What follows belongs to an exercise in optimizing a design on an open flow for small area and a short achievable clock period; a production flow would make more cautious choices.
No activity file was given, so power comes from the tool's default toggle rates.

==> flow/design.v <==
module crc16_update (
    input  wire [15:0] acc_in,
    input  wire [7:0]  data,
    output wire [15:0] acc_out
);
    wire [7:0] x = acc_in[7:0] ^ data;
    wire       p = ^x;
    assign acc_out = {p,
                      p ^ x[7],
                      x[7] ^ x[6],
                      x[6] ^ x[5],
                      x[5] ^ x[4],
                      x[4] ^ x[3],
                      x[3] ^ x[2],
                      x[2] ^ x[1],
                      acc_in[15] ^ x[1] ^ x[0],
                      acc_in[14] ^ x[0],
                      acc_in[13:9],
                      acc_in[8] ^ p};
endmodule
module crc16_tfv (
    input  wire         clk,
    input  wire         rst,           
    input  wire         in_valid,
    input  wire [7:0]   in_byte,
    input  wire         lenient,       
    input  wire         td_reset,      
    input  wire         ce_valid,
    input  wire         ce_op,         
    input  wire [15:0]  ce_data,
    output wire [15:0]  acc,           
    output wire         busy,          
    output wire         fault,         
    output reg          rec_valid,
    output wire [127:0] rec_id,
    output wire [4:0]   rec_id_len,
    output wire [255:0] rec_val,
    output wire [5:0]   rec_val_len,
    output reg          tel_valid,
    output reg  [1:0]   tel_status,    
    output wire [5:0]   tel_count
);
    reg         busy_q, s_hdr, s_crlf, s_id, s_val, s_vend, s_crc;
    wire        s_wait = ~busy_q;
    reg [15:0]  acc_q;
    reg         len_eff;
    reg         corr;
    reg         fault_q;
    reg [4:0]   idb [0:15];    
    reg [4:0]   id_len;
    reg         id_fresh;      
    reg [4:0]   id_first;      
    reg         id_dirty;      
    reg [7:0]   valb [0:31];
    reg [5:0]   val_len;
    reg         crc_bad;       
    reg [2:0]   crc_len;       
    reg [5:0]   pend;
    assign acc         = acc_q;
    assign busy        = busy_q;
    assign fault       = fault_q;
    assign rec_id_len  = id_len;
    assign rec_val_len = val_len;
    assign tel_count   = pend;
    genvar g;
    generate
        for (g = 0; g < 16; g = g + 1) begin : g_id_out
            assign rec_id[8*g +: 8] = {2'b00, idb[g][4] | idb[g][3], idb[g]};
        end
        for (g = 0; g < 32; g = g + 1) begin : g_val_out
            assign rec_val[8*g +: 8] = valb[g];
        end
    endgenerate
    wire [7:0] b = in_byte;
    wire hi0      = (b[7:4] == 4'h0);
    wire hi2      = (b[7:4] == 4'h2);
    wire hi3      = (b[7:4] == 4'h3);
    wire lo_le9   = ~b[3] | (~b[2] & ~b[1]);                   
    wire is_cr    = hi0 & (b[3:0] == 4'hD);
    wire is_ws    = (hi0 & (b[3:0] == 4'h9)) |                   
                    (hi0 & b[3] & ~b[2] & b[1]) |                
                    (hi0 & b[3] & b[2] & ~b[1]) |                
                    (hi2 & (b[3:0] == 4'h0));                    
    wire is_digit = hi3 & lo_le9;
    wire is_idch  = (hi3 & (lo_le9 | (b[3:0] == 4'hA))) |        
                    (hi2 & (b[3:0] == 4'hA)) |                   
                    (hi2 & (b[3:0] == 4'hD)) |                   
                    (hi2 & (b[3:0] == 4'hE));                    
    wire is_slash = hi2 & (b[3:0] == 4'hF);
    wire is_bang  = hi2 & (b[3:0] == 4'h1);
    wire is_open  = hi2 & (b[3:0] == 4'h8);
    wire is_close = hi2 & (b[3:0] == 4'h9);
    wire is_hex   = is_digit |
                    ((b[7:3] == 5'b01000) & (b[2:0] != 3'd0) & (b[2:0] != 3'd7));  
    wire cec = ce_valid & ~td_reset;
    wire byt = in_valid & ~ce_valid & ~td_reset;
    wire [15:0] acc_p;
    wire [15:0] t_d;
    wire [7:0]  fold_byte = ce_valid ? ce_data[7:0] : in_byte;
    crc16_update u_p (.acc_in(acc_q),    .data(8'h00),     .acc_out(acc_p));
    crc16_update u_t (.acc_in(16'h0000), .data(fold_byte), .acc_out(t_d));
    wire [4:0] id_cur   = id_fresh ? 5'd1 : id_len;    
    wire       id_full  = id_cur[4];
    wire       id_any   = (id_len != 5'd0);             
    wire       val_full = val_len[5];
    wire take    = in_valid & ~ce_valid;                
    wire id_oth  = ~(is_ws | is_idch | is_open);
    wire vend_oth = ~(is_ws | is_digit | is_bang | is_open);
    wire open_c  = (s_wait | s_crc) & is_slash;
    wire term_c  = s_crc & (is_cr | is_slash);
    wire commit_c = s_vend & (is_digit | is_bang);
    wire open_b  = byt & open_c;
    wire term_b  = byt & term_c;
    wire commit  = byt & commit_c;
    wire fold_e  = s_hdr | s_val | ((s_id | s_vend) & len_eff);
    wire st_ws   = s_crlf | s_id | s_vend;    
    wire st_open = s_id | s_vend;             
    wire st_bang = s_vend | s_crc;            
    wire fold_c = fold_e |
                  ((is_ws | is_digit) & st_ws) |
                  (is_idch & s_id) |
                  (is_open & st_open) |
                  (is_bang & st_bang);
    wire wait_c = (s_wait & ~is_slash) |
                  (s_crlf & ~(is_ws | is_digit)) |
                  (s_id & ~len_eff & id_oth) |
                  (s_vend & ~len_eff & vend_oth) |
                  (s_crc & is_cr);
    wire hdr_c  = open_c | (s_hdr & ~is_cr);
    wire crlf_c = (s_hdr & is_cr) | (s_crlf & is_ws);
    wire id_c   = ((s_crlf | s_vend) & is_digit) |
                  (s_id & ~is_open & (is_ws | is_idch | (len_eff & ~is_bang)));
    wire val_c  = ((s_id | s_vend) & is_open) | (s_val & ~is_close);
    wire vend_c = (s_val & is_close) | (s_vend & (is_ws | (len_eff & vend_oth)));
    wire crc_c  = (((s_id & len_eff) | s_vend) & is_bang) |
                  (s_crc & ~(is_cr | is_slash));
    always @(posedge clk) begin
        if (rst | td_reset) begin
            busy_q <= 1'b0; s_hdr <= 1'b0; s_crlf <= 1'b0; s_id <= 1'b0;
            s_val <= 1'b0; s_vend <= 1'b0; s_crc <= 1'b0;
        end else if (take) begin
            busy_q <= ~wait_c;
            s_hdr  <= hdr_c;
            s_crlf <= crlf_c;
            s_id   <= id_c;
            s_val  <= val_c;
            s_vend <= vend_c;
            s_crc  <= crc_c;
        end
    end
    wire tk      = ~rst & ~td_reset;
    wire sel_cel = tk & ce_valid & s_wait & ~ce_op;
    wire sel_cef = tk & ce_valid & s_wait & ce_op;
    wire sel_b   = tk & ~ce_valid & in_valid;
    wire sel_fold = sel_b & fold_c;
    wire sel_hold = ~rst & (td_reset | (~(ce_valid & s_wait) & ~(sel_b & (fold_c | open_c))));
    always @(posedge clk) begin
        acc_q <= ({16{sel_fold | sel_cef}} & (acc_p ^ t_d)) |
                 ({16{sel_cel}}  & ce_data) |
                 ({16{sel_hold}} & acc_q);
    end
    always @(posedge clk) begin
        if (open_b)
            len_eff <= lenient;
        if (s_wait | s_hdr)
            corr <= 1'b0;
        else if (byt & len_eff & ((s_id & id_oth) | (s_vend & vend_oth)))
            corr <= 1'b1;
        if (rst) begin
            fault_q   <= 1'b0;
            rec_valid <= 1'b0;
            tel_valid <= 1'b0;
        end else begin
            if (byt & ((s_id & is_idch & id_full) |
                       (s_val & ~is_close & val_full) |
                       (commit & id_any & (pend == 6'd63))))
                fault_q <= 1'b1;
            rec_valid <= commit & id_any & ~fault_q;
            tel_valid <= term_b & ~fault_q;
        end
    end
    always @(posedge clk) begin
        if (s_wait | s_hdr)
            pend <= 6'd0;
        else if (commit & id_any)
            pend <= pend + 6'd1;
    end
    wire       id_app   = byt & s_id & is_idch;
    wire       id_clr   = s_wait | s_hdr | s_crlf;
    wire       id_wipe  = id_clr | (s_id & (id_dirty | id_fresh));
    wire [4:0] id_data  = (s_id | s_crc) ? b[4:0] : 5'd0;
    wire [4:0] id_data1 = (id_clr | (s_id & id_dirty)) ? 5'd0 : id_data;
    wire [4:0] id_data2 = id_wipe ? 5'd0 : id_data;
    always @(posedge clk) begin
        if (s_crlf)
            id_len <= 5'd1;
        else if (s_id) begin
            if (id_app)
                id_len <= id_cur + 5'd1;
            else if (byt & len_eff & id_oth)
                id_len <= 5'd0;
            else
                id_len <= id_cur;
        end
        id_fresh <= commit & is_digit;
        id_dirty <= byt & s_id & len_eff & id_oth;
        if (s_vend)
            id_first <= b[4:0];
    end
    wire       id_wr  = s_id | s_val | s_crc;
    wire [4:0] id_pos = s_crc ? {2'b00, crc_len} : id_cur;
    integer k;
    always @(posedge clk) begin
        if (id_wipe | (id_wr & (id_pos == 5'd0)))
            idb[0] <= s_crlf ? b[4:0] : (s_id & id_fresh) ? id_first : id_data;
        if (id_wipe | (id_wr & (id_pos == 5'd1)))
            idb[1] <= id_data1;
        for (k = 2; k < 16; k = k + 1)
            if (id_wipe | (id_wr & (id_pos == k)))
                idb[k] <= id_data2;
    end
    wire       val_clr  = ~(s_val | s_vend);
    wire       val_app  = byt & s_val & ~is_close;
    wire [7:0] val_data = s_val ? b : 8'h00;
    always @(posedge clk) begin
        if (val_clr)
            val_len <= 6'd0;
        else if (val_app)
            val_len <= val_len + 6'd1;
        for (k = 0; k < 32; k = k + 1)
            if (val_clr | (val_len == k))
                valb[k] <= val_data;
    end
    wire crc_app = byt & s_crc & ~(is_cr | is_slash | is_bang);
    always @(posedge clk) begin
        if (~s_crc) begin
            crc_len <= 3'd0;
            crc_bad <= 1'b0;
        end else if (crc_app) begin
            if (crc_len != 3'd5)
                crc_len <= crc_len + 3'd1;
            if (~crc_len[2] & ~is_hex)
                crc_bad <= 1'b1;
        end
    end
    function [3:0] hex_nib;
        input [4:0] c;
        begin
            if (c[4])
                hex_nib = c[3:0];
            else case (c[2:0])
                3'd1: hex_nib = 4'hA;
                3'd2: hex_nib = 4'hB;
                3'd3: hex_nib = 4'hC;
                3'd4: hex_nib = 4'hD;
                3'd5: hex_nib = 4'hE;
                default: hex_nib = 4'hF;
            endcase
        end
    endfunction
    wire [15:0] crc_hex = {hex_nib(idb[0]), hex_nib(idb[1]), hex_nib(idb[2]), hex_nib(idb[3])};
    wire [1:0] status = corr ? 2'd2 :
                        (crc_len == 3'd0) ? 2'd0 :
                        ((crc_len == 3'd4) && !crc_bad && (crc_hex == acc_q)) ? 2'd0 : 2'd1;
    always @(posedge clk) begin
        if (term_b)
            tel_status <= status;
    end
endmodule
Settings: LEC_CHECK=0, CAP_MARGIN=20, CORE_MARGIN=2, CORE_UTILIZATION=40, CTS_CLUSTER_DIAMETER=150, CTS_CLUSTER_SIZE=25, SETUP_SLACK_MARGIN=3.0, SLEW_MARGIN=20; clock period 5.0 ns.
run.sh (not shown) runs the stock make flow with config.mk's settings and CLKGATE_MAP_FILE= SYNTH_SCRIPT=/design/flow/synth_recipe.tcl, a recipe that flattens the netlist after the stock synthesis.
Rerun with:
--- a/flow/design.v
+++ b/flow/design.v
@@ -43,16 +43,16 @@
     reg         busy_q, s_hdr, s_crlf, s_id, s_val, s_vend, s_crc;
     wire        s_wait = ~busy_q;
     reg [15:0]  acc_q;
     reg         len_eff;
     reg         corr;
     reg         fault_q;
-    reg [4:0]   idb [0:15];    
+    reg [5:0]   idb [0:15];    
     reg [4:0]   id_len;
     reg         id_fresh;      
-    reg [4:0]   id_first;      
+    reg [5:0]   id_first;      
     reg         id_dirty;      
     reg [7:0]   valb [0:31];
     reg [5:0]   val_len;
     reg         crc_bad;       
     reg [2:0]   crc_len;       
     reg [5:0]   pend;
@@ -62,13 +62,13 @@
     assign rec_id_len  = id_len;
     assign rec_val_len = val_len;
     assign tel_count   = pend;
     genvar g;
     generate
         for (g = 0; g < 16; g = g + 1) begin : g_id_out
-            assign rec_id[8*g +: 8] = {2'b00, idb[g][4] | idb[g][3], idb[g]};
+            assign rec_id[8*g +: 8] = {2'b00, idb[g]};
         end
         for (g = 0; g < 32; g = g + 1) begin : g_val_out
             assign rec_val[8*g +: 8] = valb[g];
         end
     endgenerate
     wire [7:0] b = in_byte;
@@ -185,15 +185,15 @@
         else if (commit & id_any)
             pend <= pend + 6'd1;
     end
     wire       id_app   = byt & s_id & is_idch;
     wire       id_clr   = s_wait | s_hdr | s_crlf;
     wire       id_wipe  = id_clr | (s_id & (id_dirty | id_fresh));
-    wire [4:0] id_data  = (s_id | s_crc) ? b[4:0] : 5'd0;
-    wire [4:0] id_data1 = (id_clr | (s_id & id_dirty)) ? 5'd0 : id_data;
-    wire [4:0] id_data2 = id_wipe ? 5'd0 : id_data;
+    wire [5:0] id_data  = (s_id | s_crc) ? b[5:0] : 6'd0;
+    wire [5:0] id_data1 = (id_clr | (s_id & id_dirty)) ? 6'd0 : id_data;
+    wire [5:0] id_data2 = id_wipe ? 6'd0 : id_data;
     always @(posedge clk) begin
         if (s_crlf)
             id_len <= 5'd1;
         else if (s_id) begin
             if (id_app)
                 id_len <= id_cur + 5'd1;
@@ -202,20 +202,20 @@
             else
                 id_len <= id_cur;
         end
         id_fresh <= commit & is_digit;
         id_dirty <= byt & s_id & len_eff & id_oth;
         if (s_vend)
-            id_first <= b[4:0];
+            id_first <= b[5:0];
     end
     wire       id_wr  = s_id | s_val | s_crc;
     wire [4:0] id_pos = s_crc ? {2'b00, crc_len} : id_cur;
     integer k;
     always @(posedge clk) begin
         if (id_wipe | (id_wr & (id_pos == 5'd0)))
-            idb[0] <= s_crlf ? b[4:0] : (s_id & id_fresh) ? id_first : id_data;
+            idb[0] <= s_crlf ? b[5:0] : (s_id & id_fresh) ? id_first : id_data;
         if (id_wipe | (id_wr & (id_pos == 5'd1)))
             idb[1] <= id_data1;
         for (k = 2; k < 16; k = k + 1)
             if (id_wipe | (id_wr & (id_pos == k)))
                 idb[k] <= id_data2;
     end
@@ -241,13 +241,13 @@
                 crc_len <= crc_len + 3'd1;
             if (~crc_len[2] & ~is_hex)
                 crc_bad <= 1'b1;
         end
     end
     function [3:0] hex_nib;
-        input [4:0] c;
+        input [5:0] c;
         begin
             if (c[4])
                 hex_nib = c[3:0];
             else case (c[2:0])
                 3'd1: hex_nib = 4'hA;
                 3'd2: hex_nib = 4'hB;
=> Final area hardly moves. Synthesized area increases slightly. Worst hold slack degrades by 0.0080 ns. Power increases by a few percent. Combinational power decreases by about a fifth. Maximum frequency decreases by a few percent. Sequential power increases by a few percent. Clock-buffer cell count increases by 3. Worst setup slack degrades by 0.16 ns. Synthesized cell count decreases slightly.
No functional check of the RTL was part of any run of this note.

## afterwards: timing with drivers on the ports
How much do the figures lean on ideal ports? The routed layouts below were timed once more, with nothing changed but the port constraints.
Step 1, drivers: a clkbuf_16 drives clk and a buf_2 each remaining input, both assumed.
Step 2 also shifts input and output timing later by t, the mid clock arrival at the registers, as if the neighbouring blocks saw the same clock.
Three values: ideal ports, drivers, drivers and shift; two values: the first two.
run | shift t [ns] | setup slack, ns | latest minus earliest clock arrival (ns) | worst register clock-pin slew, ns | worst slew at a driven data input, ns
the first run | 0.583 | 2.574 / 2.515 / 2.048 | 0.016 / 0.017 | 0.11 / 0.11 | 0.10
the second run | 0.593 | 2.416 / 2.422 / 1.828 | 0.038 / 0.037 | 0.12 / 0.12 | 0.07
After both steps setup and hold are still met in every run listed. The setup slack of the second run, which loses most, moves by +0.006 ns with the drivers and by -0.588 ns with both steps.
